This design comes from an exercise in tuning for small area, a short achievable clock period and few clock cycles per item on the open sky130 flow, not from production work.
RTL that was checked went through simulation tests only; none was proved equivalent to the original.
No functional check of the RTL was part of runs 3 to 6.
No run shown here takes its clock network from TritonCTS; it comes from the design's own scripts or RTL.
No driver is modelled on the clock port, so clock power and skew are understated where the tree is cut down; a real chip needs a root buffer or a tree.
Power figures rest on the tool's default switching activity, not on a simulated workload.

==> flow/design.v <==
module glyph_rounder (
    input  wire       clk,
    input  wire       rst,         
    input  wire       in_valid,
    output wire       in_ready,
    input  wire [7:0] in_data,
    output wire       out_valid,
    input  wire       out_ready,
    output wire [7:0] out_data
);
    reg [7:0] a [0:8];
    reg [6:0] up;
    reg [2:0] rcv;           
    reg       a0v;           
    reg [2:0] j;             
    reg       pend;          
    reg       newrow;        
    reg       pv;            
    reg [2:0] pcr;
    reg [5:0] rem;           
    reg       inv_a;         
    reg       inv_b;         
    reg [7:0] obuf, skid;
    reg       ov, sv;
    reg       rdy;           
    assign in_ready  = rdy;
    assign out_valid = ov;
    assign out_data  = obuf;
    wire upper    = pend & ~sv;                 
    wire lower    = a0v & (~pend | ~sv);        
    wire rdy_i    = ~a0v | ~pend | ~sv;         
    wire [2:0] kin = rcv - {2'd0, a0v};         
    wire complete = lower & (rcv == 3'd0);      
    wire top      = (j == 3'd0);
    wire bot      = (j == 3'd7);
    wire [6:0] b0  = a[0][6:0];
    wire       s1  = b0[0] ^ b0[1] ^ b0[2];
    wire       c1  = (b0[0] & b0[1]) | (b0[0] & b0[2]) | (b0[1] & b0[2]);
    wire       s2  = b0[3] ^ b0[4] ^ b0[5];
    wire       c2  = (b0[3] & b0[4]) | (b0[3] & b0[5]) | (b0[4] & b0[5]);
    wire       s3  = s1 ^ s2 ^ b0[6];
    wire       c3  = (s1 & s2) | (s1 & b0[6]) | (s2 & b0[6]);
    wire [2:0] pc  = {(c1 & c2) | (c1 & c3) | (c2 & c3), c1 ^ c2 ^ c3, s3};
    wire       plast  = pv & (newrow ? (rcv == 3'd1) : (rcv == 3'd0));
    wire [5:0] rem_n  = rem - {3'd0, pcr};
    wire       inv_c  = rem[5] | (rem == 6'd0) |
                        ((rem[4:3] == 2'd0) & (pcr >= rem[2:0]));
    wire       cnew   = plast & top;                
    wire       inv    = cnew ? inv_c : inv_a;
    wire [6:0] ctr = a[8][6:0];
    wire [8:0] hp  = {inv, ctr, inv};               
    wire [6:0] uu  = top ? {7{inv}} : up;
    wire [6:0] dd  = bot ? {7{inv}} : a[7][6:0];
    wire [6:0] cor = (hp[8:2] ^ hp[6:0]) & (uu ^ dd);
    wire [7:0] row_out = {a[8][7], (ctr & ~cor) | ({7{inv}} & cor)};
    wire [8:1] en;
    genvar gp;
    generate
        for (gp = 1; gp < 9; gp = gp + 1) begin : g_en
            assign en[gp] = lower | (upper & (gp > kin));
        end
    endgenerate
    wire       do_lower;
    wire [2:0] rcv_n;
    wire       a0v_n, ofree, skid_en, ov_n, sv_n, rdy_n;
    wire       pend_n = complete | (pend & ~(upper & bot));
    wire [2:0] j_n    = complete ? 3'd0 : j + {2'd0, upper};
    glyph_rounder_late u_late (
        .in_valid  (in_valid),
        .out_ready (out_ready),
        .rdy_i     (rdy_i),
        .rcv       (rcv),
        .rcv_inc   (rcv + 3'd1),
        .a0v_keep  (a0v & ~lower),
        .pend_n    (pend_n),
        .ov        (ov),
        .sv        (sv),
        .consume   (upper),
        .do_lower  (do_lower),
        .rcv_n     (rcv_n),
        .a0v_n     (a0v_n),
        .ofree     (ofree),
        .skid_en   (skid_en),
        .ov_n      (ov_n),
        .sv_n      (sv_n),
        .rdy_n     (rdy_n)
    );
    integer p;
    always @(posedge clk) begin
        if (do_lower)
            a[0] <= in_data;
        for (p = 1; p < 9; p = p + 1)
            if (en[p])
                a[p] <= a[p - 1];
        if (upper)
            up <= ctr;
        pcr <= pc;
        if (plast && !(pend && top))
            inv_b <= inv_c;
        if (cnew)
            inv_a <= inv_c;
        else if (complete)
            inv_a <= plast ? inv_c : inv_b;
        if (ofree)
            obuf <= sv ? skid : row_out;
        if (skid_en)
            skid <= row_out;
    end
    always @(posedge clk) begin
        if (rst) begin
            rcv    <= 3'd0;
            a0v    <= 1'b0;
            j      <= 3'd0;
            pend   <= 1'b0;
            newrow <= 1'b0;
            pv     <= 1'b0;
            rem    <= 6'd29;
            ov     <= 1'b0;
            sv     <= 1'b0;
            rdy    <= 1'b1;
        end else begin
            rcv    <= rcv_n;
            a0v    <= a0v_n;
            j      <= j_n;
            pend   <= pend_n;
            newrow <= do_lower;
            pv     <= newrow;
            if (plast)
                rem <= 6'd29;
            else if (pv)
                rem <= rem_n;
            ov     <= ov_n;
            sv     <= sv_n;
            rdy    <= rdy_n;
        end
    end
endmodule
module glyph_rounder_late (
    input  wire       in_valid,
    input  wire       out_ready,
    input  wire       rdy_i,
    input  wire [2:0] rcv,
    input  wire [2:0] rcv_inc,
    input  wire       a0v_keep,
    input  wire       pend_n,
    input  wire       ov,
    input  wire       sv,
    input  wire       consume,
    output wire       do_lower,   
    output wire [2:0] rcv_n,
    output wire       a0v_n,
    output wire       ofree,      
    output wire       skid_en,    
    output wire       ov_n,
    output wire       sv_n,
    output wire       rdy_n
);
    assign do_lower = in_valid & rdy_i;
    assign rcv_n    = do_lower ? rcv_inc : rcv;
    assign a0v_n    = do_lower | a0v_keep;
    assign ofree    = ~ov | out_ready;
    assign skid_en  = ov & ~out_ready & consume;
    assign ov_n     = sv | consume | (ov & ~out_ready);
    assign sv_n     = ov & ~out_ready & (sv | consume);
    assign rdy_n    = ~a0v_n | ~pend_n | ~sv_n;
endmodule
==> flow/flow/run.sh <==
#!/bin/bash
# Standard ORFS layout (the standard.sh) with these changes:
#  - synthesis maps with flow/abc_area.script, an area-only ABC script
#    (ORFS's own, with ABC_AREA 1, also buffers and sizes for delay; the
#    layout's repair_timing does that here).  Only that file differs from
#    ORFS's scripts folder, which is copied for the synthesis step;
#  - port buffers of sky130_fd_sc_hd__buf_2,
#  - a tighter repair_timing target (SETUP_SLACK_MARGIN),
#  - the clock tree built by flow/mcts.tcl: the clock port drives four
#    clkbuf_16, each driving the clock pins of one quarter of the registers.
# Each make run's output goes to its own log (flow_synth.log,
# flow_make.log); each ORFS step keeps its own log under orfs/logs/.
set -euo pipefail
here=$(pwd)
rm -rf "$here/scripts_area"
cp -r "$FLOW_HOME/scripts" "$here/scripts_area"
cp "$here/flow/abc_area.script" "$here/scripts_area/abc_area.script"
bash standard.sh synth "SCRIPTS_DIR=$here/scripts_area" > flow_synth.log 2>&1
export MCTS_K=4
export MCTS_BUF=sky130_fd_sc_hd__clkbuf_16
bash standard.sh finish \
    "BUFFER_PORTS_ARGS=-buffer_cell sky130_fd_sc_hd__buf_2" \
    SETUP_SLACK_MARGIN=5.7 \
    "PRE_CTS_TCL=$here/flow/pre_cts.tcl" \
    > flow_make.log 2>&1
==> flow/flow/abc_area.script <==
strash
ifraig
dc2
dch
map -a -B 0.9
topo
==> flow/flow/mcts.tcl <==
proc mcts_build {} {
  set K [expr {[info exists ::env(MCTS_K)] ? $::env(MCTS_K) : 4}]
  set cell [expr {[info exists ::env(MCTS_BUF)] ? $::env(MCTS_BUF) : "sky130_fd_sc_hd__clkbuf_16"}]
  set block [ord::get_db_block]
  set master [[ord::get_db] findMaster $cell]
  set clk [$block findNet clk]
  set sinks {}
  foreach it [$clk getITerms] {
    if {[[$it getMTerm] getSigType] eq "CLOCK" || [[$it getMTerm] getName] eq "CLK"} {
      set xy [$it getAvgXY]
      lappend sinks [list [lindex $xy 1] [lindex $xy 2] $it]
    }
  }
  # split into K groups: halves by x, then by y
  set groups [list $sinks]
  set dim 0
  while {[llength $groups] < $K} {
    set ng {}
    foreach g $groups {
      set s [lsort -real -index $dim $g]
      set h [expr {[llength $s] / 2}]
      lappend ng [lrange $s 0 [expr {$h - 1}]] [lrange $s $h end]
    }
    set groups $ng
    set dim [expr {1 - $dim}]
  }
  set k 0
  foreach g $groups {
    set sx 0; set sy 0
    foreach s $g { set sx [expr {$sx + [lindex $s 0]}]; set sy [expr {$sy + [lindex $s 1]}] }
    set n [llength $g]
    set cx [expr {int($sx / $n)}]; set cy [expr {int($sy / $n)}]
    set inst [odb::dbInst_create $block $master "mcts_buf_$k"]
    $inst setLocation $cx $cy
    $inst setPlacementStatus PLACED
    set net [odb::dbNet_create $block "mcts_net_$k"]
    $net setSigType CLOCK
    foreach s $g {
      set it [lindex $s 2]
      $it disconnect
      $it connect $net
    }
    [$inst findITerm X] connect $net
    [$inst findITerm A] connect $clk
    incr k
  }
  puts "mcts: $K buffers of $cell for [llength $sinks] clock pins"
}
==> flow/flow/pre_cts.tcl <==
# Sourced by ORFS's cts step before clock_tree_synthesis (PRE_CTS_TCL).
# Swaps clock_tree_synthesis for the balanced one-level tree of mcts.tcl;
# the rest of the cts step (placement legalisation, repair_timing) runs as
# usual.
source [file join [file dirname [info script]] mcts.tcl]
rename clock_tree_synthesis orfs_clock_tree_synthesis
proc clock_tree_synthesis {args} {
  mcts_build
  set_propagated_clock [all_clocks]
}
==> flow/standard.sh <==
#!/bin/bash
# synth_recipe.tcl (not shown) runs the flow's synth.tcl, then flattens the netlist and writes it again
# the make line also repeats each setting of config.mk as NAME=value (left out here)
make -C /OpenROAD-flow-scripts/flow DESIGN_CONFIG=/design/flow/config.mk WORK_HOME=/design/flow/orfs CLKGATE_MAP_FILE= SYNTH_SCRIPT=/design/flow/synth_recipe.tcl "${@:-finish}"
==> flow/config.mk <==
export PLATFORM = sky130hd
export DESIGN_NAME = glyph_rounder
export DESIGN_NICKNAME = glyph_rounder
export VERILOG_FILES = /design/flow/design.v
export SDC_FILE = /design/flow/constraint.sdc
export NUM_CORES = 4
export LEC_CHECK = 0
export ABC_AREA = 1
export CAP_MARGIN = 20
export CORE_MARGIN = 2
export CORE_UTILIZATION = 40
export PLACE_DENSITY = 0.6
export SETUP_SLACK_MARGIN = 5.0
export SLEW_MARGIN = 20
export SYNTH_HIERARCHICAL = 1
export SYNTH_MINIMUM_KEEP_SIZE = 0
==> flow/constraint.sdc <==
create_clock -name core_clock -period 8.0 [get_ports {clk}]
set_input_delay 1.6000 -clock core_clock [delete_from_list [all_inputs] [get_ports {clk}]]
set_output_delay 1.6000 -clock core_clock [all_outputs]
set_load 0.01 [all_outputs]
==> results of run 1 <==
-- logic make-up after synthesis --
kind of cell	after synthesis	share of synthesized area, %
xor+xnor	11	2.09
flops	119	72.6
fa+ha+maj	18	5.69
simple gates	109	9.62
compound gates	51	5.72
buf+inv	52	4.23
-- per-layer routing --
metal | vias to the layer above | share of wire, %
li1 | 1320 | -
met1 | 1237 | 45
met2 | 27 | 52
met3 | 7 | 2.0
met4 | 0 | 1.2
met5 | - | 0
-- Yosys stat by module (local to each module, per instance) --
module / area [sq um] / times used / flip-flops and latches
glyph_rounder_late: 81.3 / 1 / 0
glyph_rounder: 4530 / 1 / 119
-- per-stage QoR --
step	total power [mW]	instance area [sq um]	setup slack, ns	util, %	hold WS, ns
CTS	1.20	5370	5.54	47.4	0.424
floorplan	0.881	4750	5.69	-	0.400
global route	1.27	5540	5.21	48.9	0.430
finish	1.21	5540	5.45	48.9	0.427
detailed placement	0.926	5030	5.08	44.5	0.405
global placement	0.922	5030	5.19	44.5	0.401
-- area by class of cell --
| type | count | area [sq um] | area share [%] |
|---|---|---|---|
| sequential | 119 | 3370 | 60.9 |
| multi-input combinational | 189 | 1380 | 25.0 |
| tap | 143 | 179 | 3.23 |
| timing repair buffer | 42 | 274 | 4.95 |
| buffer | 4 | 100 | 1.81 |
| inverter | 52 | 228 | 4.11 |
-- path summary, 6_finish.rpt --
path	start	endpoint	slack (ns)	cells past startpoint
hold / removal	a[4][3]$_DFFE_PP_	a[5][3]$_DFFE_PP_	0.43	0
hold reg to reg	a[4][3]$_DFFE_PP_	a[5][3]$_DFFE_PP_	0.43	0
setup / recovery	rcv[0]$_SDFF_PP0_	obuf[6]$_DFFE_PP_	5.45	17
setup reg to reg	rcv[0]$_SDFF_PP0_	obuf[6]$_DFFE_PP_	5.45	17
-- registers in the layout, summed over array words and instances (netlist names), 3 cells and up --
| register | count |
|---|---|
| a | 72 |
| j | 3 |
| obuf | 8 |
| pcr | 3 |
| rcv | 3 |
| rem | 6 |
| skid | 8 |
| up | 7 |
-- power by group through the flow --
stage	Sequential, mW	Combinational, mW	Clock, mW
detailed placement	0.783	0.144	0
floorplan	0.779	0.102	0
global placement	0.781	0.141	0
finish	0.770	0.199	0.239
CTS	0.770	0.183	0.245
global route	0.777	0.225	0.264
-- synthesized netlist by cell type, drive strengths merged --
cell / count
o211ai: 2
xor2: 4
nor3: 6
nor2: 33
nand3b: 1
o21ai: 18
a31oi: 3
edfxtp: 97
nand3: 7
dfxtp: 22
a21oi: 28
nand2: 56
ha: 13
xnor2: 7
nor4: 1
clkinv: 52
fa: 5
or2: 5
-- worst max-delay path, stage by stage, from the launching register on --
cell and delay, ns:
sky130_fd_sc_hd__dfxtp_4 0.38, sky130_fd_sc_hd__inv_4 0.07, sky130_fd_sc_hd__ha_4 0.14, sky130_fd_sc_hd__nor2_1 0.06, sky130_fd_sc_hd__nor4_4 0.25, sky130_fd_sc_hd__clkinv_2 0.13
sky130_fd_sc_hd__nor2_4 0.11, sky130_fd_sc_hd__or2_4 0.15, sky130_fd_sc_hd__nand2_8 0.06, sky130_fd_sc_hd__nor2_4 0.19, sky130_fd_sc_hd__buf_4 0.16, sky130_fd_sc_hd__a21oi_2 0.04
sky130_fd_sc_hd__xnor2_1 0.14, sky130_fd_sc_hd__nor3_1 0.13, sky130_fd_sc_hd__nor2_1 0.06, sky130_fd_sc_hd__nor2_1 0.20, sky130_fd_sc_hd__nand2_1 0.09, sky130_fd_sc_hd__nand2_1 0.07
-- cell usage in the layout, fill, tap and decap left out, types with 7 or more instances in the layout --
master,n
sky130_fd_sc_hd__edfxtp_1,97
sky130_fd_sc_hd__nand2_1,50
sky130_fd_sc_hd__clkinv_1,39
sky130_fd_sc_hd__nor2_1,26
sky130_fd_sc_hd__buf_2,21
sky130_fd_sc_hd__buf_4,18
sky130_fd_sc_hd__a21oi_2,17
sky130_fd_sc_hd__dfxtp_1,11
sky130_fd_sc_hd__ha_1,9
sky130_fd_sc_hd__dfxtp_2,9
sky130_fd_sc_hd__a21oi_1,8
sky130_fd_sc_hd__clkinv_2,7
sky130_fd_sc_hd__nand3_1,7
-- timing repair --
action | 4_1_cts | 5_1_grt
pin swaps | 18 | 23
gates resized for setup | 51 | 23
buffers inserted | 10 | 11
gates cloned | 0 | 0
setup endpoints to repair | 75 | 72
==> summary.md, run 1 <==
### Setup path
- 8.05 ns — critical path required time
- register — startpoint types
- 2.60 ns — crit path DAT
- 5 — Worst Path Max Fanout
- register — category of the worst setup path capture point
- register to register — critical path start-end classification

### Timing
- 392 MHz — highest clock frequency the design can meet
- 0.0122 ns — clock skew
- 0 — final-report setup violation count
- 31.9% — crit share post-route
- 0 — number of slew-limit violations in the final report
- 0 — final hold violation count
- 0 ns — aggregate negative setup slack
- yes — RSZ-0062 raised after global routing
- 2.55 ns — Min Clock Period, post-route
- 51.2% — headroom to the max-slew limit
- 0.727 ns — actual slew at the worst max-slew pin

### Layout
- 1016 — number of fill cells
- 30.0% — fraction of final layout cells sized beyond drive strength 1
- 20.0% — area growth from synthesis to final layout
- 549 — Final Non-Filler Cells
- 438 — Nets
- 0 — number of antenna repair diodes

### Job
- 0 — Max-cap violations

### Routing
- 0 — antenna viol nets, final
- 69 — iteration-0 DRC count of the detailed router
- 2591 — total via count in the routed design
- 4 — detailed-router iteration count before antenna repair
- 13.1 um — wire length per cell after detailed routing
- 7200 um — total detailed-routing wirelength
- 4.72 — number of vias per cell
- 0 — number of DRC violations after detailed routing

### Global routing
- 2525 — via count of the first global-routing pass
- 0 — antenna violations before repair
- met2 — most used routing layer in global routing
- 0 — overall overflow remaining after global route
- 31 — pin count of the biggest net entering global routing
- 11.1% — GRT Total Usage
- 14.8% — met1 Usage GRT
- 21.0% — global routing usage on met2
- 0.544% — GRT met3 Usage
- 11800 um — global-route wire length before repair

### Status
- no timing/DRC/antenna violations — result of the run

### Yosys
- 72.6% — sequential area share after synthesis
- 12.8 sq um — synthesized area per cell
- 63.1% — top-area cell type share of the netlist area
- 360 — post-synthesis instance total
- sky130_fd_sc_hd__edfxtp_1, sky130_fd_sc_hd__dfxtp_1, sky130_fd_sc_hd__nand2_1 — leading post-synthesis cells by cell area
- 8 — warning count from the yosys run
- 4620 sq um — area of the mapped netlist
- 18 — post-synth cell types
- 390 — syn nets
- 119 — Seq cells post-synth
- sky130_fd_sc_hd__edfxtp_1 — top cell type by total area after synthesis

### Floorplan
- 111 um — Die Wd
- 40.8% — Initial Utilization
- 39 — site row count
- 22 — number of ports placed on the die boundary
- 111 um — vertical die dimension
- 11300 sq um — CORE AREA
- 12400 sq um — die area

### Pwr
- 0.288 mW — switching power of the nets
- 0.120 mV — Worst IR Drop VDD
- 218 nW/um^2 — PwrDens
- 23.8% — Switching Fraction
- 19.8% — clock network power share
- 1.98 nW — LEAKAGE
- 63.8% — sequential cell fraction of total power
- 0.919 mW — cell-internal power
- 16.5% — proportion of power drawn by combinational gates

### Min path
- register to register — Tightest Hold Check Type

### Clock tree
- 0 — hold buffer count at CTS
- 0.11 ns — clk slew on worst S/H paths
- 0.17 ns — worst-skew pair later-pin latency

### Place
- 524 — Cell Count Post-Placement
- 0.819 — placer congestion estimate
- 4880 um — half-perimeter wire length of the detailed placement result
- 21 — count of port buffers added during placement

Testbench counts, summed over its fixed seeds: cycles 25,680, items 3,200.
==> inputs of run 2 (changes only) <==
--- a/flow/flow/run.sh
+++ b/flow/flow/run.sh
@@ -21,5 +21,5 @@
 bash standard.sh finish \
     "BUFFER_PORTS_ARGS=-buffer_cell sky130_fd_sc_hd__buf_2" \
-    SETUP_SLACK_MARGIN=5.7 \
+    SETUP_SLACK_MARGIN=5.6 \
     "PRE_CTS_TCL=$here/flow/pre_cts.tcl" \
     > flow_make.log 2>&1
==> summary.md, run 2 <==
### Layout
- 72 — max FFs per register, unchanged
- 49.0% — final core area utilization, +0.11 points
- sky130_fd_sc_hd__edfxtp_1 — most common cell after layout, fill and taps aside
- 5550 sq um — final standard cell area without fillers, +0.23%
- 443 — Nets, +1.1%
- a x72, obuf x8, skid x8 — Top Registers
- 554 — Final Non-Filler Cells, +0.91%
- a — Top reg by flops
- 28.7% — fraction of final layout cells sized beyond drive strength 1, -1.3 points
- 0 — number of antenna repair diodes, unchanged
- 992 — number of fill cells, -2.4%
- 20.2% — area growth from synthesis to final layout
- sky130_fd_sc_hd__edfxtp_1, sky130_fd_sc_hd__nand2_1, sky130_fd_sc_hd__clkinv_1, sky130_fd_sc_hd__nor2_1, sky130_fd_sc_hd__buf_4 — commonest non-fill, non-tap cells in the layout

### Timing
- 0 — final-report setup violation count, unchanged
- 2.58 ns — Min Clock Period, post-route, +0.0222 ns
- 0.0176 ns — clock skew, +0.00548 ns
- 5.42 ns — final worst-path setup slack, -0.0222 ns
- 0 — number of slew-limit violations in the final report, unchanged
- 45.8% — headroom to the max-slew limit, -5.4 points
- 32.2% — crit share post-route, +0.28 points
- 388 MHz — highest clock frequency the design can meet, -0.86%
- 0 — final hold violation count, unchanged
- 0.423 ns — Hold Slack, -0.00334 ns
- 0.807 ns — actual slew at the worst max-slew pin, +0.0803 ns
- 0 ns — aggregate negative setup slack, unchanged
- yes — RSZ-0062 raised after global routing

### Clock tree
- 0.17 ns — worst-skew pair later-pin latency, about the same
- 0.11 ns — clk slew on worst S/H paths, about the same
- 0 — hold buffer count at CTS, unchanged

### Setup path
- sky130_fd_sc_hd__buf_4 — cell seen most often among critical-path stages
- 2.47 ns — crit path DAT, -0.13 ns
- register — startpoint types
- 0.35 ns — Max stage delay on crit path, -0.03 ns
- sky130_fd_sc_hd__dfxtp_2 — Critical Path Slowest Stage Cell
- register to register — critical path start-end classification
- inv_b$_DFFE_PP_ — destination of the worst register-to-register timing path
- rcv[0]$_SDFF_PP0_ — beginning of the worst register-to-register path
- register — category of the worst setup path capture point
- rcv[0]$_SDFF_PP0_ — Worst setup startpoint
- 7.89 ns — critical path required time, -0.16 ns
- 5.42 ns — worst reg-to-reg setup slack, -0.02 ns
- buf_6, ha_4, nor2_2, nor4_4, clkinv_2, buf_4, buf_6, buf_4, buf_4, buf_4, buf_4, buf_4, buf_4, buf_4, a21oi_2 — cells along the critical path
- 15 — Worst Reg-to-Reg Cells, -2
- inv_b$_DFFE_PP_ — Critical Path Sink
- 4 — Worst Path Max Fanout, -1

### Routing
- 2626 — total via count in the routed design, +1.4%
- 99 — iteration-0 DRC count of the detailed router, +43%
- 0 — antenna viol nets, final, unchanged
- 0 — number of DRC violations after detailed routing, unchanged
- 4.74 — number of vias per cell, +0.44%
- 12.8 um — wire length per cell after detailed routing, -2.3%
- 5 — detailed-router iteration count before antenna repair, +1
- 7100 um — total detailed-routing wirelength, -1.5%

### Pwr
- 1.20 mW — Tot Pwr, -0.93%
- 0.153 mV — Worst IR Drop VDD, +28%
- 2.01 nW — LEAKAGE, +1.7%
- 215 nW/um^2 — PwrDens, -1.2%

### Yosys
- sky130_fd_sc_hd__edfxtp_1, sky130_fd_sc_hd__dfxtp_1, sky130_fd_sc_hd__nand2_1 — leading post-synthesis cells by cell area
- 72.6% — sequential area share after synthesis, unchanged
- 12.8 sq um — synthesized area per cell, unchanged
- 97 — EDFF count, synth, unchanged
- 8 — warning count from the yosys run, unchanged
- 63.1% — top-area cell type share of the netlist area, unchanged
- sky130_fd_sc_hd__edfxtp_1 — most numerous cell in the Yosys netlist
- 0% — Async SR Flop Fraction, unchanged
- 119 — Seq cells post-synth, unchanged
- 390 — syn nets, unchanged
- sky130_fd_sc_hd__edfxtp_1, sky130_fd_sc_hd__nand2_1, sky130_fd_sc_hd__clkinv_1, sky130_fd_sc_hd__nor2_1, sky130_fd_sc_hd__a21oi_1 — most frequent cells after synthesis
- 4620 sq um — area of the mapped netlist, unchanged
- 18 — post-synth cell types, unchanged
- sky130_fd_sc_hd__edfxtp_1 — most common flop cell mapped by yosys
- sky130_fd_sc_hd__edfxtp_1 — top cell type by total area after synthesis
- 360 — post-synthesis instance total, unchanged

### Place
- 4940 sq um — instance area after placement, -1.8%
- 5.12 ns — Post-Place Setup Slack, +0.0375 ns
- 0.790 — placer congestion estimate, -3.5%
- 524 — Cell Count Post-Placement, unchanged
- 4880 um — half-perimeter wire length of the detailed placement result, about the same
- 21 — count of port buffers added during placement, unchanged

### Floorplan
- 40.8% — Initial Utilization, unchanged
- 22 — number of ports placed on the die boundary, unchanged
- 12400 sq um — die area, unchanged
- 11300 sq um — CORE AREA, unchanged
- 111 um — vertical die dimension, unchanged
- 39 — site row count, unchanged
- 111 um — Die Wd, unchanged

### Global routing
- 31 — pin count of the biggest net entering global routing, unchanged
- 11.1% — GRT Total Usage, about the same
- 0 — overall overflow remaining after global route, unchanged
- 0 — antenna violations before repair, unchanged
- 2592 — via count of the first global-routing pass, +2.7%
- 11800 um — global-route wire length before repair, +0.12%

### Status
- no timing/DRC/antenna violations — result of the run

### Min path
- register to register — Tightest Hold Check Type
- 0 — worst hold path cell count, unchanged

### Job
- 0 — Max-cap violations, unchanged

run 2: cell types whose count changed in the layout (fill, tap and decap cells not counted), moves of 2 or more:
cell	previous run	this run
sky130_fd_sc_hd__clkinv_1	39	43
sky130_fd_sc_hd__or2_4	3	1
sky130_fd_sc_hd__xnor2_1	6	4
sky130_fd_sc_hd__dfxtp_1	11	16
sky130_fd_sc_hd__clkinv_2	7	5
sky130_fd_sc_hd__dfxtp_2	9	6
sky130_fd_sc_hd__o21ai_0	5	7
sky130_fd_sc_hd__clkinv_4	1	3
sky130_fd_sc_hd__xnor2_2	1	3
sky130_fd_sc_hd__or2_2	2	4
sky130_fd_sc_hd__dfxtp_4	2	0
sky130_fd_sc_hd__inv_4	3	0
sky130_fd_sc_hd__buf_4	18	24
run 2: how the worst min path moves through the flow:
stage                     slack (ns)         startpoint           endpoint
after floorplan                 0.40  a[0][7]$_DFFE_PP_  a[1][7]$_DFFE_PP_
after global routing            0.44  a[4][7]$_DFFE_PP_  a[5][7]$_DFFE_PP_
after CTS                       0.43  a[5][5]$_DFFE_PP_  a[6][5]$_DFFE_PP_
after detailed placement        0.40  a[5][3]$_DFFE_PP_  a[6][3]$_DFFE_PP_
after global placement          0.40  a[4][3]$_DFFE_PP_  a[5][3]$_DFFE_PP_
final                           0.42  a[4][7]$_DFFE_PP_  a[5][7]$_DFFE_PP_
run 2: timing repair:
item	CTS	global route
pin swaps	15	14
endpoints found under the setup margin	72	62
resized for setup	58	25
gates cloned	0	0
buffers inserted	16	10
run 2: worst max-delay path, delay by kind of cell, from the launching register on:
kind	cells	cell delay (ns)
simple gates	2	0.36
flops	1	0.35
compound gates	1	0.12
fa+ha+maj	1	0.13
buf+inv	11	1.35
run 2: per-layer routing:
layer / part of all wire, % / up-vias / wire [um] / global-route usage [%]
met3: 2.6 / 7 / 181 / 0.708
met5: 0 / - / 0 / 0
met2: 51 / 33 / 3610 / 20.9
met1: 44 / 1251 / 3150 / 14.3
li1: - / 1335 / - / -
met4: 2.2 / 0 / 157 / 2.14
run 2: cells by family (layout without fill, tap and decap cells):
| kind of cell | count (synthesis) | in the layout | share of synthesized area (%) |
|---|---|---|---|
| DFF | 119 | 119 | 72.6 |
| buffers and inverters | 52 | 103 | 4.23 |
| and+or+nand+nor | 109 | 109 | 9.62 |
| AOI/OAI and AO/OA | 51 | 51 | 5.72 |
| adders and majority gates | 18 | 18 | 5.69 |
| xor gates and xnor gates | 11 | 11 | 2.09 |
run 2: final cells by class:
class | count | area [sq um] | share of cell area [%]
multi-input combinational | 189 | 1370 | 24.7
buffer | 4 | 100 | 1.80
tap | 143 | 179 | 3.22
sequential | 119 | 3360 | 60.6
inverter | 52 | 230 | 4.15
timing repair buffer | 47 | 308 | 5.55
run 2: per-module statistics from Yosys, one instance, submodules excluded:
module              cell area, sq um  flops+latches
glyph_rounder                   4530            119
glyph_rounder_late              81.3              0
run 2: power breakdown:
part	internal, mW	switching [mW]	total (mW)
logic	0.0813	0.112	0.193
registers	0.743	0.0251	0.768
clock network	0.0928	0.142	0.235
==> inputs of run 3 (changes only) <==
--- a/flow/design.v
+++ b/flow/design.v
@@ -16,6 +16,6 @@
     reg       pend;          
     reg       newrow;        
-    reg       pv;            
-    reg [2:0] pcr;
+    reg       l7;            
+    reg [2:0] pcr;           
     reg [5:0] rem;           
     reg       inv_a;         
@@ -42,5 +42,5 @@
     wire       c3  = (s1 & s2) | (s1 & b0[6]) | (s2 & b0[6]);
     wire [2:0] pc  = {(c1 & c2) | (c1 & c3) | (c2 & c3), c1 ^ c2 ^ c3, s3};
-    wire       plast  = pv & (newrow ? (rcv == 3'd1) : (rcv == 3'd0));
+    wire       plast  = l7;
     wire [5:0] rem_n  = rem - {3'd0, pcr};
     wire       inv_c  = rem[5] | (rem == 6'd0) |
@@ -95,5 +95,4 @@
         if (upper)
             up <= ctr;
-        pcr <= pc;
         if (plast && !(pend && top))
             inv_b <= inv_c;
@@ -114,5 +113,6 @@
             pend   <= 1'b0;
             newrow <= 1'b0;
-            pv     <= 1'b0;
+            l7     <= 1'b0;
+            pcr    <= 3'd0;
             rem    <= 6'd29;
             ov     <= 1'b0;
@@ -125,9 +125,7 @@
             pend   <= pend_n;
             newrow <= do_lower;
-            pv     <= newrow;
-            if (plast)
-                rem <= 6'd29;
-            else if (pv)
-                rem <= rem_n;
+            l7     <= newrow & (rcv == 3'd0);    
+            pcr    <= newrow ? pc : 3'd0;        
+            rem    <= plast ? 6'd29 : rem_n;
             ov     <= ov_n;
             sv     <= sv_n;
==> flow/flow/run.sh (replaced) <==
#!/bin/bash
# Standard ORFS layout (the standard.sh) with these changes:
#  - port buffers of sky130_fd_sc_hd__buf_2,
#  - a tighter repair_timing target (SETUP_SLACK_MARGIN),
#  - the clock tree built by flow/mcts.tcl: the clock port drives four
#    clkbuf_16, each driving the clock pins of one quarter of the registers.
# Make's output goes to flow_make.log; each ORFS step keeps its own log
# under orfs/logs/.
set -euo pipefail
here=$(pwd)
export MCTS_K=4
export MCTS_BUF=sky130_fd_sc_hd__clkbuf_16
bash standard.sh finish \
    "BUFFER_PORTS_ARGS=-buffer_cell sky130_fd_sc_hd__buf_2" \
    SETUP_SLACK_MARGIN=5.68 \
    "PRE_CTS_TCL=$here/flow/pre_cts.tcl" \
    > flow_make.log 2>&1
removed: flow/flow/abc_area.script
==> summary.md, run 3 <==
### Status
- no timing/DRC/antenna violations — result of the run

### Place
- 5120 sq um — instance area after placement, +3.6%
- 569 — Cell Count Post-Placement, +8.6%
- 5.07 ns — Post-Place Setup Slack, -0.0421 ns
- 5660 um — half-perimeter wire length of the detailed placement result, +16%
- 0.737 — placer congestion estimate, -6.7%
- 21 — count of port buffers added during placement, unchanged

### Yosys
- sky130_fd_sc_hd__edfxtp_1 — most numerous cell in the Yosys netlist
- 27 — post-synth cell types, +9
- 435 — syn nets, +12%
- sky130_fd_sc_hd__edfxtp_1 — top cell type by total area after synthesis
- 8 — warning count from the yosys run, unchanged
- 69.2% — sequential area share after synthesis, -3.4 points
- 97 — EDFF count, synth, unchanged
- sky130_fd_sc_hd__edfxtp_1, sky130_fd_sc_hd__nand2_1, sky130_fd_sc_hd__inv_1, sky130_fd_sc_hd__nor2_1, sky130_fd_sc_hd__dfxtp_1 — most frequent cells after synthesis
- 4840 sq um — area of the mapped netlist, +5.0%
- 60.1% — top-area cell type share of the netlist area, -3.0 points
- 406 — post-synthesis instance total, +13%
- 0% — Async SR Flop Fraction, unchanged
- sky130_fd_sc_hd__edfxtp_1, sky130_fd_sc_hd__dfxtp_1, sky130_fd_sc_hd__nand2_1 — leading post-synthesis cells by cell area
- 119 — Seq cells post-synth, unchanged
- 11.9 sq um — synthesized area per cell, -6.9%
- sky130_fd_sc_hd__edfxtp_1 — most common flop cell mapped by yosys

### Routing
- 4 — detailed-router iteration count before antenna repair, -1
- 4.66 — number of vias per cell, -1.6%
- 7470 um — total detailed-routing wirelength, +5.3%
- 0 — number of DRC violations after detailed routing, unchanged
- 0 — antenna viol nets, final, unchanged
- 103 — iteration-0 DRC count of the detailed router, +4.0%
- 2723 — total via count in the routed design, +3.7%
- 12.8 um — wire length per cell after detailed routing, -0.11%

### Job
- 0 — Max-cap violations, unchanged

### Layout
- a — Top reg by flops
- 584 — Final Non-Filler Cells, +5.4%
- 5410 sq um — final standard cell area without fillers, -2.4%
- 1131 — number of fill cells, +14%
- sky130_fd_sc_hd__edfxtp_1, sky130_fd_sc_hd__nand2_1, sky130_fd_sc_hd__inv_1, sky130_fd_sc_hd__nor2_1, sky130_fd_sc_hd__buf_2 — commonest non-fill, non-tap cells in the layout
- 17.8% — fraction of final layout cells sized beyond drive strength 1, -11 points
- 11.8% — area growth from synthesis to final layout
- a x72, obuf x8, skid x8 — Top Registers
- 45.5% — final core area utilization, -3.6 points
- 0 — number of antenna repair diodes, unchanged
- 468 — Nets, +5.6%
- sky130_fd_sc_hd__edfxtp_1 — most common cell after layout, fill and taps aside
- 72 — max FFs per register, unchanged

### Global routing
- 2664 — via count of the first global-routing pass, +2.8%
- 12700 um — global-route wire length before repair, +7.4%
- 0 — overall overflow remaining after global route, unchanged
- 31 — pin count of the biggest net entering global routing, unchanged
- 11.8% — GRT Total Usage, +0.72 points
- 0 — antenna violations before repair, unchanged

### Floorplan
- 40.7% — Initial Utilization, -0.099 points
- 40 — site row count, +2.6%
- 114 um — vertical die dimension, +2.4%
- 22 — number of ports placed on the die boundary, unchanged
- 13000 sq um — die area, +4.8%
- 11900 sq um — CORE AREA, +5.2%
- 114 um — Die Wd, +2.4%

### Pwr
- 2.20 nW — LEAKAGE, +9.3%
- 213 nW/um^2 — PwrDens, -1.4%
- 0.117 mV — Worst IR Drop VDD, -24%
- 1.15 mW — Tot Pwr, -3.8%

### Timing
- yes — RSZ-0062 raised after global routing
- 0.00914 ns — clock skew, -0.00849 ns
- 0 — final-report setup violation count, unchanged
- 424 MHz — highest clock frequency the design can meet, +9.1%
- 2.36 ns — Min Clock Period, post-route, -0.216 ns
- 0.424 ns — Hold Slack, +0.000845 ns
- 5.64 ns — final worst-path setup slack, +0.216 ns
- 45.9% — headroom to the max-slew limit, +0.057 points
- 0 — number of slew-limit violations in the final report, unchanged
- 0 ns — aggregate negative setup slack, unchanged
- 29.5% — crit share post-route, -2.7 points
- 0.806 ns — actual slew at the worst max-slew pin, -0.000845 ns
- 0 — final hold violation count, unchanged

### Setup path
- output pin — category of the worst setup path capture point
- register — startpoint types
- sky130_fd_sc_hd__edfxtp_1 — Critical Path Slowest Stage Cell
- 0.76 ns — crit path DAT, -1.71 ns
- 1 — number of buffers and inverters on the critical path, -10
- 6.40 ns — critical path required time, -1.49 ns
- 0.43 ns — Max stage delay on crit path, +0.08 ns
- 5.85 ns — worst reg-to-reg setup slack, +0.43 ns
- flip-flops — largest delay contributor family on the critical path
- register to output pin — critical path start-end classification
- 1 — Worst Path Max Fanout, -3
- buf_2 — cells along the critical path

### Min path
- register to register — Tightest Hold Check Type

### Clock tree
- 0.11 ns — clk slew on worst S/H paths, about the same
- 0.17 ns — worst-skew pair later-pin latency, about the same

run 3: cell count changes in the layout (fill, tap and decap cells not counted), moves of 6 or more:
cell / before / now
sky130_fd_sc_hd__a21oi_2: 17 / 0
sky130_fd_sc_hd__and2_1: 0 / 6
sky130_fd_sc_hd__buf_4: 24 / 9
sky130_fd_sc_hd__clkinv_1: 43 / 2
sky130_fd_sc_hd__inv_1: 0 / 55
sky130_fd_sc_hd__inv_2: 0 / 6
sky130_fd_sc_hd__nand2_1: 51 / 87
sky130_fd_sc_hd__nand2_2: 3 / 11
sky130_fd_sc_hd__nand3_1: 7 / 16
sky130_fd_sc_hd__nand4_1: 0 / 12
run 3: area by class of cell:
cell class,count,area (sq um),share of cell area (%)
plain buffers,4,100,1.85
inverters,64,244,4.51
multi-input cells,218,1320,24.3
flip-flops and latches,119,3360,62.0
well taps,147,184,3.40
repair buffers,32,213,3.93
run 3: repair_timing:
item,CTS,global route
setup endpoints to repair,71,77
pin swaps,1,5
gates resized for setup,9,12
gates cloned,0,0
hold buffers,0,0
setup buffers,0,11
endpoints found under the hold margin,0,0
run 3: path summary, 6_finish.rpt:
check,from,cells after the start,end
worst max-delay path,obuf[7]$_DFFE_PP_,1,out_data[7]
worst min-delay path,a[4][1]$_DFFE_PP_,0,a[5][1]$_DFFE_PP_
worst max register to register,pcr[2]$_SDFF_PP0_,14,skid[5]$_DFFE_PP_
worst min register to register,a[4][1]$_DFFE_PP_,0,a[5][1]$_DFFE_PP_
run 3: metal layers:
layer / vias to the layer above / share of wire [%] / GRT usage, %
met5: - / 0 / 0
met4: 0 / 1.5 / 1.46
met3: 7 / 2.0 / 0.741
met2: 28 / 54 / 23.6
met1: 1291 / 42 / 14.3
li1: 1397 / - / -
run 3: cell families after synthesis:
family	count (synthesis)	synth area share [%]
AOI/OAI and AO/OA	20	2.12
xor gates and xnor gates	8	1.45
adders and majority gates	17	5.17
buffers and inverters	69	5.71
DFF	119	69.2
and+or+nand+nor	173	16.3
run 3: where the power goes:
| group | switching (mW) | internal (mW) | leakage [nW] | total, mW |
|---|---|---|---|---|
| Clock | 0.142 | 0.0927 | 0.0493 | 0.234 |
| Combinational | 0.0957 | 0.0582 | 1.05 | 0.154 |
| Sequential | 0.0237 | 0.739 | 1.11 | 0.762 |
| Total | 0.261 | 0.890 | 2.20 | 1.15 |
run 3: per-module statistics from Yosys (local to each module, per instance):
module              flip-flops and latches  area, sq um
glyph_rounder_late                       0         95.1
glyph_rounder                          119         4750
==> inputs of run 4 (changes only) <==
--- a/flow/flow/run.sh
+++ b/flow/flow/run.sh
@@ -13,5 +13,5 @@
 bash standard.sh finish \
     "BUFFER_PORTS_ARGS=-buffer_cell sky130_fd_sc_hd__buf_2" \
-    SETUP_SLACK_MARGIN=5.68 \
+    SETUP_SLACK_MARGIN=5.7 \
     "PRE_CTS_TCL=$here/flow/pre_cts.tcl" \
     > flow_make.log 2>&1
==> summary.md, run 4 <==
### Status
- no timing/DRC/antenna violations — result of the run

### Floorplan
- 13000 sq um — die area, unchanged
- 114 um — vertical die dimension, unchanged
- 11900 sq um — CORE AREA, unchanged
- 40.7% — Initial Utilization, unchanged
- 40 — site row count, unchanged
- 114 um — Die Wd, unchanged
- 22 — number of ports placed on the die boundary, unchanged

### Timing
- 0.0152 ns — clock skew, +0.00604 ns
- 0 — number of slew-limit violations in the final report, unchanged
- 436 MHz — highest clock frequency the design can meet, +2.9%
- 0 — final-report setup violation count, unchanged
- 28.7% — crit share post-route, -0.82 points
- 0.722 ns — actual slew at the worst max-slew pin, -0.0837 ns
- 51.5% — headroom to the max-slew limit, +5.6 points
- yes — RSZ-0062 raised after global routing
- 0 — final hold violation count, unchanged
- 5.71 ns — final worst-path setup slack, +0.0657 ns
- 2.29 ns — Min Clock Period, post-route, -0.0657 ns
- 0.421 ns — Hold Slack, -0.00306 ns
- 0 ns — aggregate negative setup slack, unchanged

### Layout
- sky130_fd_sc_hd__edfxtp_1 — most common cell after layout, fill and taps aside
- 5410 sq um — final standard cell area without fillers, unchanged
- 1084 — number of fill cells, -4.2%
- 72 — max FFs per register, unchanged
- 11.8% — area growth from synthesis to final layout, unchanged
- 0 — number of antenna repair diodes, unchanged
- a — Top reg by flops
- 468 — Nets, unchanged
- 18.5% — fraction of final layout cells sized beyond drive strength 1, +0.69 points
- 45.5% — final core area utilization, unchanged
- a x72, obuf x8, skid x8 — Top Registers
- sky130_fd_sc_hd__edfxtp_1, sky130_fd_sc_hd__nand2_1, sky130_fd_sc_hd__inv_1, sky130_fd_sc_hd__nor2_1, sky130_fd_sc_hd__buf_2 — commonest non-fill, non-tap cells in the layout

### Yosys
- sky130_fd_sc_hd__edfxtp_1, sky130_fd_sc_hd__nand2_1, sky130_fd_sc_hd__inv_1, sky130_fd_sc_hd__nor2_1, sky130_fd_sc_hd__dfxtp_1 — most frequent cells after synthesis
- 119 — Seq cells post-synth, unchanged
- 0% — Async SR Flop Fraction, unchanged
- 11.9 sq um — synthesized area per cell, unchanged
- 60.1% — top-area cell type share of the netlist area, unchanged
- sky130_fd_sc_hd__edfxtp_1 — most common flop cell mapped by yosys
- 27 — post-synth cell types, unchanged
- sky130_fd_sc_hd__edfxtp_1 — most numerous cell in the Yosys netlist
- 69.2% — sequential area share after synthesis, unchanged
- 435 — syn nets, unchanged
- 406 — post-synthesis instance total, unchanged
- sky130_fd_sc_hd__edfxtp_1 — top cell type by total area after synthesis
- 8 — warning count from the yosys run, unchanged
- sky130_fd_sc_hd__edfxtp_1, sky130_fd_sc_hd__dfxtp_1, sky130_fd_sc_hd__nand2_1 — leading post-synthesis cells by cell area
- 4840 sq um — area of the mapped netlist, unchanged
- 97 — EDFF count, synth, unchanged

### Min path
- a[4][4]$_DFFE_PP_ — beginning of the worst hold path
- register to register — Tightest Hold Check Type
- 0 — worst hold path cell count, unchanged
- a[5][4]$_DFFE_PP_ — hold endpoint

### Pwr
- 0.258 mW — switching power of the nets, -1.2%
- 22.5% — Switching Fraction, -0.21 points
- 0.890 mW — cell-internal power, about the same
- 0.127 mV — Worst IR Drop VDD, +8.1%
- 212 nW/um^2 — PwrDens, -0.26%
- 13.4% — proportion of power drawn by combinational gates, about the same
- 2.19 nW — LEAKAGE, -0.61%
- 66.3% — sequential cell fraction of total power, about the same
- 20.3% — clock network power share, about the same

### Setup path
- flip-flops — largest delay contributor family on the critical path
- 1 — cell count along the critical path, unchanged
- 14 — Worst Reg-to-Reg Cells, unchanged
- buf_2 — cells along the critical path
- sky130_fd_sc_hd__edfxtp_1 — Critical Path Slowest Stage Cell
- output pin — category of the worst setup path capture point
- 1 — Worst Path Max Fanout, unchanged
- register — startpoint types
- 0.38 ns — Max stage delay on crit path, -0.05 ns
- 5.90 ns — worst reg-to-reg setup slack, +0.05 ns
- 6.40 ns — critical path required time, about the same
- 0.69 ns — crit path DAT, -0.07 ns
- pcr[1]$_SDFF_PP0_ — beginning of the worst register-to-register path
- skid[2]$_DFFE_PP_ — destination of the worst register-to-register timing path
- 1 — number of buffers and inverters on the critical path, unchanged
- register to output pin — critical path start-end classification

### Global routing
- 10.7% — GRT Total Usage, -1.1 points
- 31 — pin count of the biggest net entering global routing, unchanged
- 11600 um — global-route wire length before repair, -8.2%
- 0 — overall overflow remaining after global route, unchanged
- 0 — antenna violations before repair, unchanged
- 2618 — via count of the first global-routing pass, -1.7%

### Place
- 5120 sq um — instance area after placement, about the same
- 5.08 ns — Post-Place Setup Slack, +0.00392 ns
- 21 — count of port buffers added during placement, unchanged
- 5220 um — half-perimeter wire length of the detailed placement result, -7.8%
- 0.776 — placer congestion estimate, +5.2%

### Routing
- 12.1 um — wire length per cell after detailed routing, -5.1%
- 4.70 — number of vias per cell, +0.84%
- 4 — detailed-router iteration count before antenna repair, unchanged
- 107 — iteration-0 DRC count of the detailed router, +3.9%
- 0 — antenna viol nets, final, unchanged
- 2746 — total via count in the routed design, +0.84%
- 7090 um — total detailed-routing wirelength, -5.1%
- 0 — number of DRC violations after detailed routing, unchanged

### Job
- 0 — Max-cap violations, unchanged

### Clock tree
- 0.11 ns — clk slew on worst S/H paths, about the same
- 0.17 ns — worst-skew pair later-pin latency, about the same

run 4: changes by cell type in the layout (fill, tap and decap cells not counted):
cell / before / now
sky130_fd_sc_hd__buf_12: 2 / 0
sky130_fd_sc_hd__nand3_2: 1 / 3
sky130_fd_sc_hd__ha_4: 0 / 1
sky130_fd_sc_hd__nand2_2: 11 / 12
sky130_fd_sc_hd__nor3_1: 1 / 0
sky130_fd_sc_hd__ha_1: 12 / 11
sky130_fd_sc_hd__nor3_2: 0 / 1
sky130_fd_sc_hd__nand2_1: 87 / 86
run 4: metal layers:
layer  up-vias  global-route usage, %  routed length, um
met3        12                  0.688                174
met1      1281                   12.6               2930
li1       1401                      -                  -
met4         0                   2.20                138
met2        52                   21.2               3850
met5         -                      0                  0
run 4: Yosys stat by module, one instance, submodules excluded:
| module | cells inside | flops+latches | times used | area [sq um] |
|---|---|---|---|---|
| glyph_rounder | 383 | 119 | 1 | 4750 |
| glyph_rounder_late | 23 | 0 | 1 | 95.1 |
run 4: how the worst max path moves through the flow:
stage               slack, ns         startpoint                 to
global route             5.66  obuf[6]$_DFFE_PP_        out_data[6]
floorplan                5.71    pend$_SDFF_PP0_  a[5][0]$_DFFE_PP_
CTS                      5.64      sv$_SDFF_PP0_  a[7][1]$_DFFE_PP_
global placement         5.17      sv$_SDFF_PP0_  a[7][1]$_DFFE_PP_
finish                   5.71  obuf[6]$_DFFE_PP_        out_data[6]
detailed placement       5.08      sv$_SDFF_PP0_  a[7][1]$_DFFE_PP_
run 4: worst register-to-register path, stage by stage, from the launching register on:
cell	delay, ns
sky130_fd_sc_hd__dfxtp_2	0.37
sky130_fd_sc_hd__inv_1	0.05
sky130_fd_sc_hd__ha_1	0.28
sky130_fd_sc_hd__nand2_1	0.09
sky130_fd_sc_hd__inv_2	0.03
sky130_fd_sc_hd__nand2_1	0.04
sky130_fd_sc_hd__nand2_1	0.06
sky130_fd_sc_hd__nand2_2	0.10
sky130_fd_sc_hd__nand3_4	0.14
sky130_fd_sc_hd__nand3_4	0.17
sky130_fd_sc_hd__buf_4	0.13
sky130_fd_sc_hd__nand2_2	0.04
sky130_fd_sc_hd__nand2_2	0.07
sky130_fd_sc_hd__nand4_1	0.11
sky130_fd_sc_hd__and2_1	0.18
run 4: cell type report:
cell class	instances	area [sq um]	share of cell area, %
Buffer	4	100	1.85
Inverter	64	244	4.51
Multi-Input combinational cell	220	1360	25.1
Sequential cell	119	3360	62.0
Tap cell	147	184	3.40
Timing Repair Buffer	30	173	3.19
run 4: repair_timing:
action / CTS / global route
gates resized for setup: 9 / 14
setup endpoints to repair: 60 / 79
cloned: 0 / 2
hold endpoints to repair: 0 / 0
hold buffers: 0 / 0
pin swaps: 0 / 7
buffers inserted: 0 / 9
run 4: cells by family after synthesis:
kind of cell	synth area share (%)
DFF	69.2
and+or+nand+nor	16.3
xor gates and xnor gates	1.45
buffers and inverters	5.71
AOI/OAI and AO/OA	2.12
adders and majority gates	5.17
run 4: metrics by stage:
step | total power [mW] | cells
after floorplan | 0.873 | 406
after global placement | 0.909 | 569
after detailed placement | 0.913 | 569
after CTS | 1.15 | 573
after global routing | 1.21 | 584
final | 1.15 | 584
run 4: power groups by stage:
stage | sequential (mW) | combinational [mW] | clock [mW]
5_1_grt | 0.767 | 0.177 | 0.264
6_report | 0.761 | 0.154 | 0.233
3_3_place_gp | 0.774 | 0.134 | 0
4_1_cts | 0.762 | 0.140 | 0.245
3_5_place_dp | 0.776 | 0.137 | 0
2_1_floorplan | 0.773 | 0.0998 | 0
==> inputs of run 5 (changes only) <==
--- a/flow/design.v
+++ b/flow/design.v
@@ -16,6 +16,6 @@
     reg       pend;          
     reg       newrow;        
-    reg       l7;            
-    reg [2:0] pcr;           
+    reg       pv;            
+    reg [2:0] pcr;
     reg [5:0] rem;           
     reg       inv_a;         
@@ -42,5 +42,5 @@
     wire       c3  = (s1 & s2) | (s1 & b0[6]) | (s2 & b0[6]);
     wire [2:0] pc  = {(c1 & c2) | (c1 & c3) | (c2 & c3), c1 ^ c2 ^ c3, s3};
-    wire       plast  = l7;
+    wire       plast  = pv & (newrow ? (rcv == 3'd1) : (rcv == 3'd0));
     wire [5:0] rem_n  = rem - {3'd0, pcr};
     wire       inv_c  = rem[5] | (rem == 6'd0) |
@@ -49,9 +49,14 @@
     wire       inv    = cnew ? inv_c : inv_a;
     wire [6:0] ctr = a[8][6:0];
-    wire [8:0] hp  = {inv, ctr, inv};               
-    wire [6:0] uu  = top ? {7{inv}} : up;
-    wire [6:0] dd  = bot ? {7{inv}} : a[7][6:0];
-    wire [6:0] cor = (hp[8:2] ^ hp[6:0]) & (uu ^ dd);
-    wire [7:0] row_out = {a[8][7], (ctr & ~cor) | ({7{inv}} & cor)};
+    wire [7:0] row_out;
+    glyph_rounder_row u_row (
+        .ctr  (a[8]),
+        .dn   (a[7][6:0]),
+        .up   (up),
+        .top  (top),
+        .bot  (bot),
+        .inv  (inv),
+        .row  (row_out)
+    );
     wire [8:1] en;
     genvar gp;
@@ -95,4 +100,5 @@
         if (upper)
             up <= ctr;
+        pcr <= pc;
         if (plast && !(pend && top))
             inv_b <= inv_c;
@@ -113,6 +119,5 @@
             pend   <= 1'b0;
             newrow <= 1'b0;
-            l7     <= 1'b0;
-            pcr    <= 3'd0;
+            pv     <= 1'b0;
             rem    <= 6'd29;
             ov     <= 1'b0;
@@ -125,7 +130,9 @@
             pend   <= pend_n;
             newrow <= do_lower;
-            l7     <= newrow & (rcv == 3'd0);    
-            pcr    <= newrow ? pc : 3'd0;        
-            rem    <= plast ? 6'd29 : rem_n;
+            pv     <= newrow;
+            if (plast)
+                rem <= 6'd29;
+            else if (pv)
+                rem <= rem_n;
             ov     <= ov_n;
             sv     <= sv_n;
@@ -163,2 +170,17 @@
     assign rdy_n    = ~a0v_n | ~pend_n | ~sv_n;
 endmodule
+module glyph_rounder_row (
+    input  wire [7:0] ctr,
+    input  wire [6:0] dn,
+    input  wire [6:0] up,
+    input  wire       top,
+    input  wire       bot,
+    input  wire       inv,
+    output wire [7:0] row
+);
+    wire [8:0] hp  = {inv, ctr[6:0], inv};          
+    wire [6:0] uu  = top ? {7{inv}} : up;
+    wire [6:0] dd  = bot ? {7{inv}} : dn;
+    wire [6:0] cor = (hp[8:2] ^ hp[6:0]) & (uu ^ dd);
+    assign row = {ctr[7], (ctr[6:0] & ~cor) | ({7{inv}} & cor)};
+endmodule
==> summary.md, run 5 <==
### Status
- no timing/DRC/antenna violations — result of the run

### Routing
- 4 — detailed-router iteration count before antenna repair, unchanged
- 7490 um — total detailed-routing wirelength, +5.7%
- 11.8 um — wire length per cell after detailed routing, -2.8%
- 159 — iteration-0 DRC count of the detailed router, +49%
- 2850 — total via count in the routed design, +3.8%
- 0 — antenna viol nets, final, unchanged
- 4.49 — number of vias per cell, -4.5%
- 0 — number of DRC violations after detailed routing, unchanged

### Yosys
- 440 — post-synthesis instance total, +8.4%
- 32 — post-synth cell types, +19%
- sky130_fd_sc_hd__nand2_1 — most numerous cell in the Yosys netlist
- 0% — Async SR Flop Fraction, unchanged
- 5000 sq um — area of the mapped netlist, +3.3%
- sky130_fd_sc_hd__edfxtp_1 — top cell type by total area after synthesis
- 470 — syn nets, +8.0%
- sky130_fd_sc_hd__nand2_1, sky130_fd_sc_hd__edfxtp_1, sky130_fd_sc_hd__inv_1, sky130_fd_sc_hd__nor2_1, sky130_fd_sc_hd__dfxtp_1 — most frequent cells after synthesis
- 58.2% — top-area cell type share of the netlist area, -1.9 points
- 119 — Seq cells post-synth, unchanged
- 97 — EDFF count, synth, unchanged
- 67.0% — sequential area share after synthesis, -2.2 points
- 9 — warning count from the yosys run, +1
- 11.4 sq um — synthesized area per cell, -4.7%
- sky130_fd_sc_hd__edfxtp_1, sky130_fd_sc_hd__dfxtp_1, sky130_fd_sc_hd__nand2_1 — leading post-synthesis cells by cell area
- sky130_fd_sc_hd__edfxtp_1 — most common flop cell mapped by yosys

### Floorplan
- 13400 sq um — die area, +3.1%
- 116 um — vertical die dimension, +1.6%
- 22 — number of ports placed on the die boundary, unchanged
- 41.3% — Initial Utilization, +0.63 points
- 12100 sq um — CORE AREA, +1.7%
- 40 — site row count, unchanged
- 116 um — Die Wd, +1.6%

### Layout
- 1125 — number of fill cells, +3.8%
- 5550 sq um — final standard cell area without fillers, +2.4%
- 10.9% — area growth from synthesis to final layout
- a x72, obuf x8, skid x8 — Top Registers
- sky130_fd_sc_hd__nand2_1 — most common cell after layout, fill and taps aside
- 72 — max FFs per register, unchanged
- 635 — Final Non-Filler Cells, +8.7%
- 499 — Nets, +6.6%
- sky130_fd_sc_hd__nand2_1, sky130_fd_sc_hd__edfxtp_1, sky130_fd_sc_hd__inv_1, sky130_fd_sc_hd__nor2_1, sky130_fd_sc_hd__buf_2 — commonest non-fill, non-tap cells in the layout
- 45.8% — final core area utilization, +0.33 points
- a — Top reg by flops
- 0 — number of antenna repair diodes, unchanged
- 21.4% — fraction of final layout cells sized beyond drive strength 1, +2.9 points

### Pwr
- 0.105 mV — Worst IR Drop VDD, -17%
- 2.31 nW — LEAKAGE, +5.7%
- 210 nW/um^2 — PwrDens, -0.96%

### Setup path
- output pin — category of the worst setup path capture point
- register to output pin — critical path start-end classification
- register — startpoint types
- sky130_fd_sc_hd__edfxtp_1 — Critical Path Slowest Stage Cell
- 0.72 ns — crit path DAT, +0.03 ns
- 6.40 ns — critical path required time, about the same
- 1 — number of buffers and inverters on the critical path, unchanged
- 1 — Worst Path Max Fanout, unchanged
- flip-flops — largest delay contributor family on the critical path
- 0.40 ns — Max stage delay on crit path, +0.02 ns
- buf_2 — cells along the critical path

### Global routing
- 0 — overall overflow remaining after global route, unchanged
- 0 — antenna violations before repair, unchanged
- 11.4% — GRT Total Usage, +0.75 points
- 2773 — via count of the first global-routing pass, +5.9%
- 31 — pin count of the biggest net entering global routing, unchanged
- 12600 um — global-route wire length before repair, +8.7%

### Clock tree
- 0.11 ns — clk slew on worst S/H paths, about the same
- 0.17 ns — worst-skew pair later-pin latency, about the same

### Min path
- register to register — Tightest Hold Check Type

### Place
- 623 — Cell Count Post-Placement, +9.5%
- 21 — count of port buffers added during placement, unchanged
- 5280 sq um — instance area after placement, +3.0%
- 5.25 ns — Post-Place Setup Slack, +0.171 ns
- 0.895 — placer congestion estimate, +15%
- 5470 um — half-perimeter wire length of the detailed placement result, +4.8%

### Timing
- 0 — final-report setup violation count, unchanged
- 0 — final hold violation count, unchanged
- 0.812 ns — actual slew at the worst max-slew pin, +0.0898 ns
- 0.0141 ns — clock skew, -0.00111 ns
- 0 — number of slew-limit violations in the final report, unchanged
- 2.32 ns — Min Clock Period, post-route, +0.0229 ns
- 45.5% — headroom to the max-slew limit, -6.0 points
- 5.68 ns — final worst-path setup slack, -0.0229 ns
- 432 MHz — highest clock frequency the design can meet, -0.99%
- yes — RSZ-0062 raised after global routing
- 0 ns — aggregate negative setup slack, unchanged
- 29.0% — crit share post-route, +0.29 points

### Job
- 0 — Max-cap violations, unchanged

[run 5: changes by cell type in the layout (fill, tap and decap cells not counted), sizes merged, moves of 2 or more]
cell	delta
and2	-6
inv	+8
nand2	+25
nand3	-6
nand4	-6
nor2	+15
o211ai	+2
xor2	+2
[run 5: metrics by stage]
stage	total power [mW]	hold WS, ns
2_1_floorplan	0.886	0.400
3_3_place_gp	0.926	0.401
3_5_place_dp	0.931	0.405
4_1_cts	1.16	0.413
5_1_grt	1.23	0.431
6_report	1.16	0.415
[run 5: what timing repair did]
action | CTS | global route
hold buffers | 0 | 0
pin swaps | 1 | 9
setup buffers | 1 | 7
endpoints found under the setup margin | 31 | 52
cloned | 0 | 0
resized for setup | 8 | 29
[run 5: cell families after synthesis]
logic type	after synthesis	share of synthesized area, %
and+or+nand+nor	196	17.1
adders and majority gates	18	5.25
DFF	119	67.0
AOI/OAI and AO/OA	19	2.33
xor gates and xnor gates	10	1.75
buffers and inverters	78	6.50
[run 5: power by group]
group          switching, mW  internal (mW)
clock network          0.141         0.0927
logic                  0.105         0.0597
registers             0.0257          0.740
[run 5: layout make-up]
cell class | instances | area (sq um) | area share, %
sequential | 119 | 3360 | 60.6
multi-input combinational | 243 | 1430 | 25.8
inverter | 72 | 278 | 5.01
tap | 168 | 210 | 3.79
timing repair buffer | 29 | 165 | 2.98
buffer | 4 | 100 | 1.81
[run 5: path summary, 6_finish.rpt]
path / startpoint / endpoint / slack (ns) / cells past startpoint
min: a[3][5]$_DFFE_PP_ / a[4][5]$_DFFE_PP_ / 0.42 / 0
max reg2reg: pcr[2]$_DFF_P_ / obuf[4]$_DFFE_PP_ / 5.85 / 19
max: obuf[1]$_DFFE_PP_ / out_data[1] / 5.68 / 1
min reg2reg: a[3][5]$_DFFE_PP_ / a[4][5]$_DFFE_PP_ / 0.42 / 0
[run 5: per-module statistics from Yosys, one instance, submodules excluded]
module / area (sq um) / flip-flops and latches
glyph_rounder_row: 566 / 0
glyph_rounder_late: 95.1 / 0
glyph_rounder: 4340 / 119
[run 5: layer usage]
| layer | global-route usage [%] | vias up | part of all wire [%] |
|---|---|---|---|
| met4 | 2.86 | 0 | 2.7 |
| li1 | - | 1468 | - |
| met3 | 0.680 | 17 | 2.5 |
| met2 | 20.7 | 41 | 51 |
| met1 | 15.1 | 1324 | 44 |
| met5 | 0 | - | 0 |
==> inputs of run 6 (changes only) <==
--- a/flow/flow/run.sh
+++ b/flow/flow/run.sh
@@ -13,5 +13,5 @@
 bash standard.sh finish \
     "BUFFER_PORTS_ARGS=-buffer_cell sky130_fd_sc_hd__buf_2" \
-    SETUP_SLACK_MARGIN=5.7 \
+    SETUP_SLACK_MARGIN=5.6 \
     "PRE_CTS_TCL=$here/flow/pre_cts.tcl" \
     > flow_make.log 2>&1
==> summary.md, run 6 <==
### Status
- no timing/DRC/antenna violations — result of the run

### Setup path
- rcv[0]$_SDFF_PP0_ — beginning of the worst register-to-register path
- 15 — Worst Reg-to-Reg Cells, -4
- out_ready — Worst setup startpoint
- buf_2, clkinv_1, nand2_2, nor2_4 — cells along the critical path
- obuf[6]$_DFFE_PP_ — destination of the worst register-to-register timing path
- register — category of the worst setup path capture point
- sky130_fd_sc_hd__nor2_4 — Critical Path Slowest Stage Cell
- 11 — Worst Path Max Fanout, +10
- 5.80 ns — worst reg-to-reg setup slack, -0.05 ns
- input port — startpoint types
- 0.30 ns — Max stage delay on crit path, -0.10 ns
- 7.86 ns — critical path required time, +1.46 ns
- skid[5]$_DFFE_PP_ — Critical Path Sink
- 2.22 ns — crit path DAT, +1.50 ns
- input port to register — critical path start-end classification

### Place
- 21 — count of port buffers added during placement, unchanged
- 0.857 — placer congestion estimate, -4.3%
- 5720 um — half-perimeter wire length of the detailed placement result, +4.6%
- 5270 sq um — instance area after placement, -0.19%

### Yosys
- 5000 sq um — area of the mapped netlist, unchanged
- sky130_fd_sc_hd__edfxtp_1, sky130_fd_sc_hd__dfxtp_1, sky130_fd_sc_hd__nand2_1 — leading post-synthesis cells by cell area
- 32 — post-synth cell types, unchanged
- sky130_fd_sc_hd__nand2_1 — most numerous cell in the Yosys netlist
- 9 — warning count from the yosys run, unchanged
- 470 — syn nets, unchanged
- 11.4 sq um — synthesized area per cell, unchanged
- 119 — Seq cells post-synth, unchanged
- 440 — post-synthesis instance total, unchanged
- 58.2% — top-area cell type share of the netlist area, unchanged
- 97 — EDFF count, synth, unchanged
- 67.0% — sequential area share after synthesis, unchanged
- 0% — Async SR Flop Fraction, unchanged
- sky130_fd_sc_hd__edfxtp_1 — top cell type by total area after synthesis
- sky130_fd_sc_hd__edfxtp_1 — most common flop cell mapped by yosys
- sky130_fd_sc_hd__nand2_1, sky130_fd_sc_hd__edfxtp_1, sky130_fd_sc_hd__inv_1, sky130_fd_sc_hd__nor2_1, sky130_fd_sc_hd__dfxtp_1 — most frequent cells after synthesis

### Timing
- 0 — final-report setup violation count, unchanged
- 29.4% — crit share post-route, +0.47 points
- 0.0137 ns — clock skew, -0.000357 ns
- 0 ns — aggregate negative setup slack, unchanged
- 0 — final hold violation count, unchanged
- no — RSZ-0062 raised after global routing
- 0 — number of slew-limit violations in the final report, unchanged
- 0.807 ns — actual slew at the worst max-slew pin, -0.00560 ns
- 2.35 ns — Min Clock Period, post-route, +0.0373 ns
- 45.9% — headroom to the max-slew limit, +0.38 points
- 425 MHz — highest clock frequency the design can meet, -1.6%

### Job
- 0 — Max-cap violations, unchanged

### Min path
- register to register — Tightest Hold Check Type

### Pwr
- 1.17 mW — Tot Pwr, +0.11%
- 2.32 nW — LEAKAGE, +0.19%
- 0.114 mV — Worst IR Drop VDD, +9.2%
- 211 nW/um^2 — PwrDens, +0.68%

### Layout
- 5510 sq um — final standard cell area without fillers, -0.56%
- 18.8% — fraction of final layout cells sized beyond drive strength 1, -2.6 points
- 72 — max FFs per register, unchanged
- 0 — number of antenna repair diodes, unchanged
- sky130_fd_sc_hd__nand2_1 — most common cell after layout, fill and taps aside
- 500 — Nets, +0.20%
- sky130_fd_sc_hd__nand2_1, sky130_fd_sc_hd__edfxtp_1, sky130_fd_sc_hd__inv_1, sky130_fd_sc_hd__nor2_1, sky130_fd_sc_hd__buf_2 — commonest non-fill, non-tap cells in the layout
- a — Top reg by flops
- 10.2% — area growth from synthesis to final layout
- a x72, obuf x8, skid x8 — Top Registers

### Routing
- 0 — antenna viol nets, final, unchanged
- 4.56 — number of vias per cell, +1.5%
- 7630 um — total detailed-routing wirelength, +1.9%
- 4 — detailed-router iteration count before antenna repair, unchanged
- 127 — iteration-0 DRC count of the detailed router, -20%
- 0 — number of DRC violations after detailed routing, unchanged
- 12.0 um — wire length per cell after detailed routing, +1.7%
- 2897 — total via count in the routed design, +1.6%

### Floorplan
- 12100 sq um — CORE AREA, unchanged
- 40 — site row count, unchanged
- 116 um — Die Wd, unchanged
- 13400 sq um — die area, unchanged
- 22 — number of ports placed on the die boundary, unchanged
- 41.3% — Initial Utilization, unchanged
- 116 um — vertical die dimension, unchanged

### Global routing
- 0 — antenna violations before repair, unchanged
- 31 — pin count of the biggest net entering global routing, unchanged
- 0 — overall overflow remaining after global route, unchanged
- 11.7% — GRT Total Usage, +0.26 points
- 2847 — via count of the first global-routing pass, +2.7%
- 12900 um — global-route wire length before repair, +1.8%

### Clock tree
- 0 — hold buffer count at CTS, unchanged
- 0.17 ns — worst-skew pair later-pin latency, about the same
- 0.11 ns — clk slew on worst S/H paths, about the same

==> run 6: stage by stage <==
step	hold WS, ns	worst slack [ns]	std cells	utilization [%]
final	0.416	5.65	636	45.5
after global routing	0.435	5.59	636	45.5
after CTS	0.421	5.62	627	44.5
after detailed placement	0.405	5.16	623	43.5
after global placement	0.401	5.22	623	43.5
after floorplan	0.400	5.61	440	-
==> run 6: what timing repair did <==
action                                 4_1_cts  5_1_grt
endpoints found under the hold margin        0        0
gates cloned                                 0        0
resized for setup                            4       15
pin swaps                                    0        5
setup endpoints to repair                   22       14
buffers inserted                             0        9
==> run 6: per-module statistics from Yosys (local to each module, per instance) <==
module / flip-flops and latches / area [sq um] / cells inside / copies in the design
glyph_rounder: 119 / 4340 / 299 / 1
glyph_rounder_row: 0 / 566 / 118 / 1
glyph_rounder_late: 0 / 95.1 / 23 / 1
==> run 6: cell type report <==
class / count / area (sq um)
Fill cell: 1155 / 6600
Sequential cell: 119 / 3360
Multi-Input combinational cell: 243 / 1400
Inverter: 72 / 275
Tap cell: 168 / 210
Timing Repair Buffer: 30 / 173
Buffer: 4 / 100
==> run 6: cell families after synthesis <==
group	Yosys count	synth area share, %
XOR/XNOR	10	1.75
flip-flops	119	67.0
buffers and inverters	78	6.50
AO/OA/AOI/OAI	19	2.33
adder cells (fa/ha/maj)	18	5.25
AND/OR/NAND/NOR	196	17.1
==> run 6: metal layers <==
layer / up-vias / part of all wire, % / GRT usage (%) / wire (um)
met5: - / 0 / 0 / 0
met2: 42 / 53 / 22.8 / 4060
met1: 1374 / 42 / 14.1 / 3190
met4: 0 / 2.6 / 2.62 / 202
li1: 1467 / - / - / -
met3: 14 / 2.3 / 0.680 / 173
==> run 6: report_power, final <==
| group | switching (mW) | internal [mW] |
|---|---|---|
| clock network | 0.145 | 0.0929 |
| registers | 0.0247 | 0.739 |
| logic | 0.104 | 0.0593 |
| total | 0.274 | 0.891 |
==> run 6: worst min path at each step <==
stage,from,endpoint,slack [ns],cells after the start
after global routing,a[1][5]$_DFFE_PP_,a[2][5]$_DFFE_PP_,0.43,0
after detailed placement,a[0][7]$_DFFE_PP_,a[1][7]$_DFFE_PP_,0.40,0
final,a[4][5]$_DFFE_PP_,a[5][5]$_DFFE_PP_,0.42,0
after floorplan,a[0][7]$_DFFE_PP_,a[1][7]$_DFFE_PP_,0.40,0
after global placement,a[4][6]$_DFFE_PP_,a[5][6]$_DFFE_PP_,0.40,0
after CTS,a[3][7]$_DFFE_PP_,a[4][7]$_DFFE_PP_,0.42,0
==> run 6: worst max-delay path, delay by kind of cell <==
family                 cells  cell delay, ns
AND/OR/NAND/NOR            2            0.48
buffers and inverters      2            0.14

-- port drivers added, routing unchanged --
Ports are ideal in the flow. The routed layouts listed here were re-timed in OpenROAD. Step 1: set_driving_cell puts a clkbuf_16 on clk and a buf_2 on each other input, an assumption about the parent block. Step 2 also shifts input and output timing later by t, the mid clock arrival at the registers, as if the neighbouring blocks saw the same clock. Slacks: ideal ports / drivers / drivers and shift; pairs: ideal ports / drivers.
| run | t (ns) | slack for setup (ns) |
|---|---|---|
| run 1 | 0.241 | 5.446 / 5.446 / 5.446 |
| run 2 | 0.244 | 5.424 / 5.424 / 5.424 |
| run 3 | 0.241 | 5.640 / 5.562 / 5.563 |
| run 4 | 0.238 | 5.706 / 5.632 / 5.592 |
| run 5 | 0.241 | 5.683 / 5.603 / 5.617 |
| run 6 | 0.244 | 5.645 / 5.612 / 5.461 |
After both steps every run listed still meets setup and hold.
